Background: an optimization exercise with open tools, aiming at small area, a short achievable clock period and few clock cycles. Do not read the settings as production practice. Where RTL was checked, it was by simulation tests only, not by an equivalence proof against the original. Power figures rest on the tool's default switching activity, not on a simulated workload.

== amber ==
## montctx32
module montctx32 (
    input  wire        clk,
    input  wire        rst,       
    input  wire        start,     
    input  wire [1:0]  variant,
    input  wire [31:0] n,
    output wire        ready,
    output reg         done,
    output wire [3:0]  status,
    output wire [31:0] ninv,
    output reg  [31:0] rmodn,
    output wire [31:0] r2modn
);
For scale: about 140 flip-flops, roughly 140 I/O pins, roughly 10,000 µm² of cells after synthesis.
clock: 5.0 ns
lec_check: 0
cap_margin: 20
core_margin: 2
core_utilization: 40
slew_margin: 20
run.sh (not shown) runs the stock make flow with config.mk's settings and CLKGATE_MAP_FILE= SYNTH_SCRIPT=/design/flow/synth_recipe.tcl, a recipe that flattens the netlist after the stock synthesis.
> inputs changed (amber -> sierra)
- setting SETUP_SLACK_MARGIN to 2.6 for the first time
### Flow results
- sierra: full flow OK, the timing, DRC and antenna checks passed
- amber has a lower total wirelength of the detailed-routed design than sierra.
- Relative to amber, the share of the cycle needed by the critical path after routing of sierra is lower by 16 points.
- Per the comparison of sierra with amber, net count reported at finish climbed 152; layout buffer count excluding clock buffers climbed 149; combinational fraction of design power saw an increase.
- Diff amber -> sierra | post-route total power | up by more than a quarter
Here is what was changed in the inputs of nickel compared with sierra.
- setting ABC_CLOCK_PERIOD_IN_PS to 2500 for the first time
- changing SETUP_SLACK_MARGIN from 2.6 to 2.2
Findings:
Diff nickel and sierra: global-route usage higher in sierra. As of nickel, final cell area excluding filler cells had fallen by a few percent compared to sierra. Of nickel and sierra, the higher overall via count from detail_route belongs to sierra.
No functional check of the RTL was part of any run of this note.

* * *

montctx32, a different RTL version from the one above (not shown whole).
For scale: roughly 1,800 cells after synthesis, ~210 flip-flops, ~140 I/O pins, roughly 16,000 sq um of cells after synthesis.
export LEC_CHECK = 0
export CAP_MARGIN = 20
export CORE_MARGIN = 2
export CORE_UTILIZATION = 40
export SETUP_SLACK_MARGIN = 2.4
export SLEW_MARGIN = 20
export TNS_END_PERCENT = 0
create_clock -name core_clock -period 5.0 [get_ports {clk}]
Testbench counts at the start, summed over its fixed seeds: cycles 41,451.
Rerun with:
Settings changed: CORE_UTILIZATION 40 to 55.
=> The changed run passed the timing, DRC and antenna checks. Hold slack loses 0.016 ns. Cell area increases by 1.1%. Via count increases by 2.9%. Core utilization increases by 20 points. Maximum frequency increases by 0.76%. Synthesized cell count does not change. Clock skew hardly moves. Combinational power increases by about 6%. Total power increases by 4.8%. Sequential cell count is unchanged. Setup slack gains 0.023 ns.
Rerun with:
Settings changed: CORE_UTILIZATION 55 to 40, SETUP_SLACK_MARGIN 2.4 to 2.8.
Sequential share of layout area went up by 0.20 points.
Global-route usage drops by 9.3 points.
Setup slack is worse by 0.023 ns.
Core utilization went down by 20 points.
Routed wire length stays flat.
Critical path depth drops by 2.
Combinational power is lower by a few percent.
Die area increases by well over a third.
Final area decreases slightly.

* * *

montctx32, a different RTL version from the one above (not shown whole).
Size: ~1600 cells after synthesis, ~210 flip-flops, roughly 140 I/O pins, about 15000 sq um of cells after synthesis.
clock: 5.0 ns
lec_check: 0
cap_margin: 20
core_margin: 2
core_utilization: 40
setup_slack_margin: 2.8
slew_margin: 20
tns_end_percent: 0
The starting point finished clean.
==> next run, changes <==
Settings changed: SETUP_SLACK_MARGIN 2.8 to 2.4.
Outcome: Critical path depth stays the same; sequential share of layout area stays the same; routed wire length is unchanged; clock power is about the same; worst setup slack stays the same.
Function was not checked in any run of this note: the RTL went through the layout flow alone.

* * *

== lane 1 ==
montctx32, a different RTL version from the one above (not shown whole).
For scale: roughly 1800 cells after synthesis, roughly 210 flip-flops, roughly 16000 um2 of cells after synthesis.
clock: 5.0 ns
lec_check: 0
cap_margin: 20
core_margin: 2
core_utilization: 40
setup_slack_margin: 2.2
slew_margin: 20
tns_end_percent: 0
Testbench counts of lane 1, summed over its fixed seeds: cycles 41,451.
[inputs] lane 4 vs lane 1
--- a/flow/config.mk
+++ b/flow/config.mk
@@ -10,3 +10,3 @@
 export CORE_UTILIZATION = 40
-export SETUP_SLACK_MARGIN = 2.2
+export SETUP_SLACK_MARGIN = 2.4
 export SLEW_MARGIN = 20
## What came out
Per the comparison of lane 4 with lane 1, sum of routed wire length over all layers decreased about 3%, worst reg2reg path depth decreased 1, total iterations of the first detailed-routing run increased 2. Compared with lane 1, lane 4 is more frugal on power. When lane 4 is measured against lane 1, its area growth from synthesis to final layout turns out 4.2 points lower. Compare lane 4 and lane 1 | share of cell area taken by multi-input logic gates lower: lane 1. | share of total power in combinational logic | lane 4 vs lane 1 | 0.4 points higher |. Compared with lane 1, in lane 4 share of power burned in the clock network fell 1.1 points, clock period minus worst slack picked up an extra 18 ps, number of buffer cells added on primary ports saw little to no change.

* * *

Another version of the RTL of montctx32 (not shown whole).
Size: roughly 2000 cells after synthesis, about 180 flip-flops, roughly 140 I/O pins, ~17000 sq um of cells after synthesis.
// montctx32
module montctx32 (
    input  wire        clk,
    input  wire        rst,       
    input  wire        start,     
    input  wire [1:0]  variant,
    input  wire [31:0] n,
    output wire        ready,
    output reg         done,
    output wire [3:0]  status,
    output wire [31:0] ninv,
    output reg  [31:0] rmodn,
    output wire [31:0] r2modn
);
==> flow/config.mk <==
export PLATFORM = sky130hd
export DESIGN_NAME = montctx32
export DESIGN_NICKNAME = montctx32
export VERILOG_FILES = /design/flow/design.v
export SDC_FILE = /design/flow/constraint.sdc
export NUM_CORES = 4
export LEC_CHECK = 0
export CAP_MARGIN = 20
export CORE_MARGIN = 2
export CORE_UTILIZATION = 40
export SLEW_MARGIN = 20
==> flow/constraint.sdc <==
create_clock -name core_clock -period 5.0 [get_ports {clk}]
set_input_delay 1.0000 -clock core_clock [delete_from_list [all_inputs] [get_ports {clk}]]
set_output_delay 1.0000 -clock core_clock [all_outputs]
set_load 0.01 [all_outputs]
Rerun with:
SETUP_SLACK_MARGIN = 2.0   (was not set)
Outcome: The changed run finished with timing, DRC and antenna clean; utilization grows by 9.6 points; worst setup slack is better by 0.71 ns; sequential power grows by about 2%; via count grows by 9.0%.
Rerun with:
ABC_CLOCK_PERIOD_IN_PS = 3000   (was not set)
SETUP_SLACK_MARGIN = 1.8   (was 2.0)
Fmax rises by 2.0%.
Total power rises by 0.98%.
Core utilization stays flat.
Hold slack improved by 0.0034 ns.
Register-to-register slack improved by 0.07 ns.
Worst setup slack improved by 0.072 ns.
Routed wire length falls by 5.7%.
Sequential power hardly moves.
Flip-flop and latch count is unchanged.
Design area hardly moves.
No run of this note included a check of the RTL's function; only the layout flow was run.

* * *

## job 4297
montctx32, a different RTL version from the one above (not shown whole).
For scale: ~1600 cells after synthesis, roughly 210 flip-flops, ~140 I/O pins, roughly 0.015 mm² of cells after synthesis.
clock: 5.0 ns
lec_check: 0
cap_margin: 20
core_margin: 2
core_utilization: 55
place_density: 0.75
setup_slack_margin: 2.4
slew_margin: 20
tns_end_percent: 0
Testbench counts of job 4297, summed over its fixed seeds: cycles 41,451.
Modified inputs, job 4315 compared to job 4297
# job 4297
export LEC_CHECK = 0
export CAP_MARGIN = 20
export CORE_MARGIN = 2
export CORE_UTILIZATION = 55
export PLACE_DENSITY = 0.75
export SETUP_SLACK_MARGIN = 2.4
export SLEW_MARGIN = 20
export TNS_END_PERCENT = 0
create_clock -name core_clock -period 5.0 [get_ports {clk}]
# job 4315
export LEC_CHECK = 0
export CAP_MARGIN = 20
export CORE_MARGIN = 2
export CORE_UTILIZATION = 40
export SETUP_SLACK_MARGIN = 2.4
export SLEW_MARGIN = 20
export TNS_END_PERCENT = 0
create_clock -name core_clock -period 5.0 [get_ports {clk}]
## What came out
In the flow results for job 4315 and job 4297, the area added between synthesis and finish is smaller on job 4315. The clock network power consumption reported for job 4315 is greater than that of job 4297 by about 3%. Sort job 4315 and job 4297 by die area desc -> top: job 4315. In the metrics for job 4315 and job 4297, the one carrying the higher wire length of the first global-routing pass is job 4297. Re number of gates resized after cts: job 4315 and job 4297 aren't equal, and the higher value belongs to job 4297.

* * *

The RTL this note starts from:
==> flow/design.v <==
module montctx32 (
    input  wire        clk,
    input  wire        rst,       
    input  wire        start,     
    input  wire [1:0]  variant,
    input  wire [31:0] n,
    output wire        ready,
    output reg         done,
    output wire [3:0]  status,
    output wire [31:0] ninv,
    output reg  [31:0] rmodn,
    output wire [31:0] r2modn
);
    localparam [1:0] S_IDLE  = 2'd0,
                     S_SETUP = 2'd1,
                     S_RUN   = 2'd2;
    reg [1:0]  state;
    reg        ready_q;
    reg [4:0]  cnt;
    reg [31:0] nc_q;      
    reg [33:0] n3c_q;     
    reg [1:0]  v_q;
    reg [1:0]  st_q;      
    reg        st0_q;     
    reg [31:0] r_q;       
    reg [31:0] z_q;       
    reg [31:0] c_q;       
    reg        cin_q;     
    assign ready  = ready_q;
    assign status = {1'b0, st_q, st0_q};
    assign ninv   = z_q;
    assign r2modn = r_q;
    wire accept = start & ready_q;
    reg [31:0] maxmod;
    always @(*) begin
        case (v_q)
            2'd0: maxmod = 32'hFFFF_FFFF;
            2'd1: maxmod = 32'h7FFF_FFFF;
            2'd2: maxmod = 32'h3FFF_FFFF;
            default: maxmod = 32'h2AAA_AAA9;
        endcase
    end
    wire is_even  = nc_q[0];
    wire is_one   = (nc_q == 32'hFFFF_FFFE);
    wire is_range = (nc_q < ~maxmod);
    wire bad      = is_even | is_one | is_range;
    wire [15:0] pr;                      
    wire [15:0] psm;                     
    genvar g;
    generate
        for (g = 0; g < 16; g = g + 1) begin : g_pair
            assign pr[g]  = ~(nc_q[2*g+1] & nc_q[2*g]);
            assign psm[g] = |pr[15:g];
        end
    endgenerate
    wire [15:0] ptop = psm & ~{1'b0, psm[15:1]};     
    reg  [31:0] r_init;
    reg  [4:0]  half;                                
    integer k;
    always @(*) begin
        r_init = 32'd0;
        half   = 5'd0;
        for (k = 0; k < 16; k = k + 1) begin
            r_init[2*k] = ptop[k];
            if (ptop[k]) half = half | k[4:0];
        end
    end
    wire [33:0] n3c;
    add_sk #(34) u_n3 (.a({2'b11, nc_q}), .b({1'b1, nc_q, 1'b1}), .ci(1'b1), .y(n3c));
    wire [33:0] r4  = {r_q, 2'b00};
    wire [34:0] c1, c2, c3;              
    add_sk #(35) u_c1 (.a({1'b0, r4}), .b({3'b111, nc_q}),      .ci(1'b1), .y(c1));
    add_sk #(35) u_c2 (.a({1'b0, r4}), .b({2'b11, nc_q, 1'b1}), .ci(1'b1), .y(c2));
    add_sk #(35) u_c3 (.a({1'b0, r4}), .b({1'b1, n3c_q}),       .ci(1'b1), .y(c3));
    wire        setup = (state == S_SETUP);
    wire        sel3 = ~setup & ~c3[34];
    wire        sel2 = ~setup & c3[34] & ~c2[34];
    wire        sel1 = ~setup & c2[34] & ~c1[34];
    wire        sel0 = ~setup & c1[34];
    wire [31:0] r_next = ({32{sel3}} & c3[31:0]) | ({32{sel2}} & c2[31:0]) |
                         ({32{sel1}} & c1[31:0]) | ({32{sel0}} & r4[31:0]) |
                         ({32{setup}} & r_init);
    wire [1:0]  t_lo = z_q[1:0] + c_q[1:0] + {1'b0, cin_q};
    wire        d0 = t_lo[0];
    wire        d1 = t_lo[1] ^ (t_lo[0] & ~nc_q[1]);
    wire [31:0] ndn = d1 ? (d0 ? n3c_q[31:0] : {nc_q[30:0], 1'b1})    
                         : (d0 ? nc_q : 32'hFFFF_FFFF);
    wire [31:0] fa_s = z_q ^ c_q ^ ndn;
    wire [31:0] fa_c = (z_q & c_q) | (z_q & ndn) | (c_q & ndn);
    wire [32:0] cy   = {fa_c, cin_q};                 
    wire [2:0]  lo_sum = {1'b0, fa_s[1:0]} + {1'b0, cy[1:0]} + 3'd1;
    wire        cin_nx = lo_sum[2];
    wire [31:0] tmask;                   
    generate
        for (g = 0; g < 30; g = g + 1) begin : g_mask
            assign tmask[g] = ({cnt[3:0], 1'b0} <= 5'd29 - g);
        end
    endgenerate
    assign tmask[31:30] = 2'b00;
    wire [31:0] z_next = {d1, d0, (tmask[29:0] & fa_s[31:2]) | (~tmask[29:0] & z_q[31:2])};
    wire [31:0] c_next = {2'b00, tmask[29:0] & cy[31:2]};
    always @(posedge clk) begin
        done <= 1'b0;
        n3c_q <= n3c;
        case (state)
            S_SETUP: begin
                r_q   <= r_next;
                z_q   <= 32'd1;
                c_q   <= 32'd0;
                cin_q <= 1'b0;
                cnt   <= half;
                st_q  <= {bad, ~is_even & ~is_one & is_range};
                st0_q <= ~is_even & is_one;
                if (bad) begin
                    done  <= 1'b1;
                    state <= S_IDLE;
                end else begin
                    state <= S_RUN;
                end
            end
            S_RUN: begin
                r_q <= r_next;
                z_q   <= (cnt == 5'd15) ? 32'd1 : z_next;
                c_q   <= (cnt == 5'd15) ? 32'd0 : c_next;
                cin_q <= (cnt != 5'd15) & cin_nx;
                cnt <= cnt + 5'd1;
                if (cnt == 5'd16)
                    rmodn <= r_q;
                if (cnt == 5'd31) begin
                    done  <= 1'b1;
                    state <= accept ? S_SETUP : S_IDLE;
                end
            end
            default: begin
                r_q   <= r_next;
                z_q   <= z_next;
                c_q   <= c_next;
                cin_q <= cin_nx;
                if (accept)
                    state <= S_SETUP;
            end
        endcase
        if (accept) begin
            nc_q <= ~n;
            v_q <= variant;
        end
        ready_q <= 1'b0;
        if ((state == S_IDLE & ~accept) | (state == S_SETUP & bad) |
            (state == S_RUN & cnt == 5'd31 & ~accept) |
            (state == S_RUN & cnt == 5'd30))
            ready_q <= 1'b1;
        if (rst) begin
            state   <= S_IDLE;
            done    <= 1'b0;
            ready_q <= 1'b1;
        end
    end
endmodule
module add_sk #(parameter W = 35) (
    input  wire [W-1:0] a,
    input  wire [W-1:0] b,
    input  wire         ci,
    output wire [W-1:0] y
);
    localparam LV = (W > 32) ? 6 : (W > 16) ? 5 : (W > 8) ? 4 : 3;    
    wire [W-1:0] g0 = a & b;
    wire [W-1:0] p0 = a ^ b;
    wire [W-1:0] gl [0:LV];
    wire [W-1:0] pl [0:LV];
    assign gl[0] = {g0[W-1:1], g0[0] | (p0[0] & ci)};
    assign pl[0] = p0;
    genvar l, i;
    generate
        for (l = 0; l < LV; l = l + 1) begin : g_lv
            for (i = 0; i < W; i = i + 1) begin : g_bit
                if ((i >> l) & 1) begin : g_op
                    localparam integer J = ((i >> l) << l) - 1;
                    assign gl[l+1][i] = gl[l][i] | (pl[l][i] & gl[l][J]);
                    assign pl[l+1][i] = pl[l][i] & pl[l][J];
                end else begin : g_pass
                    assign gl[l+1][i] = gl[l][i];
                    assign pl[l+1][i] = pl[l][i];
                end
            end
        end
    endgenerate
    assign y = p0 ^ {gl[LV][W-2:0], ci};
endmodule
Settings: LEC_CHECK=0, CAP_MARGIN=20, CORE_MARGIN=2, CORE_UTILIZATION=40, SETUP_SLACK_MARGIN=2.4, SLEW_MARGIN=20, TNS_END_PERCENT=0; clock period 5.0 ns.
The starting point passed the timing, DRC and antenna checks.
Rerun with:
CORE_UTILIZATION = 55   (was 40)
Effect: The new run ran to the end with no violations. Synthesized area does not change. Hold slack is worse by 5.8 ps. Non-clock buffer count fell by 3. Total power fell by 1.3%. Final cell count fell by 6.1%. Global-route usage rose by 7.3 points. Count of clock-buffer cells in the layout fell by 2. Synthesized cell count stays the same. Via count rose by 1.3%.
No functional check of the RTL was part of any run of this note.

==> afterwards: timing with drivers on the ports <==
The flow's constraints put no driver on any port. The routed layouts listed below were extracted and timed again, unchanged, in two steps.
Step 1 sets driving cells, clkbuf_16 on the clock port and buf_2 on the other inputs (assumed; they add their load-dependent delay and slew).
Step 2 moves the port delays by t, midway between the first and last clock arrival at a register: inputs arrive t later, outputs are due t later. That takes back most of the time a late clock gives input paths.
Three values: ideal, step 1, step 2; two values: the first two.
run | t (ns) | setup slack, ns | hold slack, ns | worst register clock-pin slew, ns | worst slew at a driven data input, ns
amber | 0.479 | 1.194 / 1.194 / 1.194 | 0.493 / 0.493 / 0.493 | 0.06 / 0.06 | 0.04
sierra | 0.479 | 1.981 / 1.981 / 1.981 | 0.481 / 0.481 / 0.481 | 0.07 / 0.07 | 0.04
nickel | 0.477 | 2.000 / 2.000 / 2.000 | 0.491 / 0.491 / 0.491 | 0.06 / 0.06 | 0.04
the first run of note 2 | 0.589 | 1.957 / 1.957 / 1.957 | 0.519 / 0.519 / 0.519 | 0.07 / 0.07 | 0.04
the second run of note 2 | 0.593 | 1.980 / 1.980 / 1.980 | 0.503 / 0.503 / 0.503 | 0.07 / 0.07 | 0.04
the third run of note 2 | 0.589 | 1.957 / 1.957 / 1.957 | 0.519 / 0.519 / 0.519 | 0.07 / 0.07 | 0.04
the first run of note 3 | 0.582 | 1.720 / 1.720 / 1.720 | 0.504 / 0.504 / 0.504 | 0.06 / 0.06 | 0.04
the second run of note 3 | 0.582 | 1.720 / 1.720 / 1.720 | 0.504 / 0.504 / 0.504 | 0.06 / 0.06 | 0.04
lane 1 | 0.606 | 1.824 / 1.824 / 1.824 | 0.515 / 0.515 / 0.515 | 0.06 / 0.06 | 0.04
lane 4 | 0.606 | 1.806 / 1.806 / 1.806 | 0.503 / 0.503 / 0.503 | 0.07 / 0.07 | 0.04
the first run of note 5 | 0.516 | 0.560 / 0.560 / 0.560 | 0.497 / 0.497 / 0.497 | 0.08 / 0.08 | 0.04
the second run of note 5 | 0.538 | 1.269 / 1.269 / 1.269 | 0.501 / 0.501 / 0.501 | 0.08 / 0.08 | 0.05
the third run of note 5 | 0.530 | 1.341 / 1.341 / 1.341 | 0.504 / 0.504 / 0.504 | 0.08 / 0.08 | 0.05
job 4297 | 0.573 | 1.734 / 1.734 / 1.734 | 0.489 / 0.489 / 0.489 | 0.06 / 0.06 | 0.04
job 4315 | 0.582 | 1.720 / 1.720 / 1.720 | 0.504 / 0.504 / 0.504 | 0.06 / 0.06 | 0.04
the first run of note 7 | 0.603 | 1.659 / 1.659 / 1.659 | 0.521 / 0.521 / 0.521 | 0.07 / 0.07 | 0.04
the second run of note 7 | 0.571 | 1.635 / 1.635 / 1.635 | 0.515 / 0.515 / 0.515 | 0.06 / 0.06 | 0.04
After both steps every run listed still meets setup and hold.
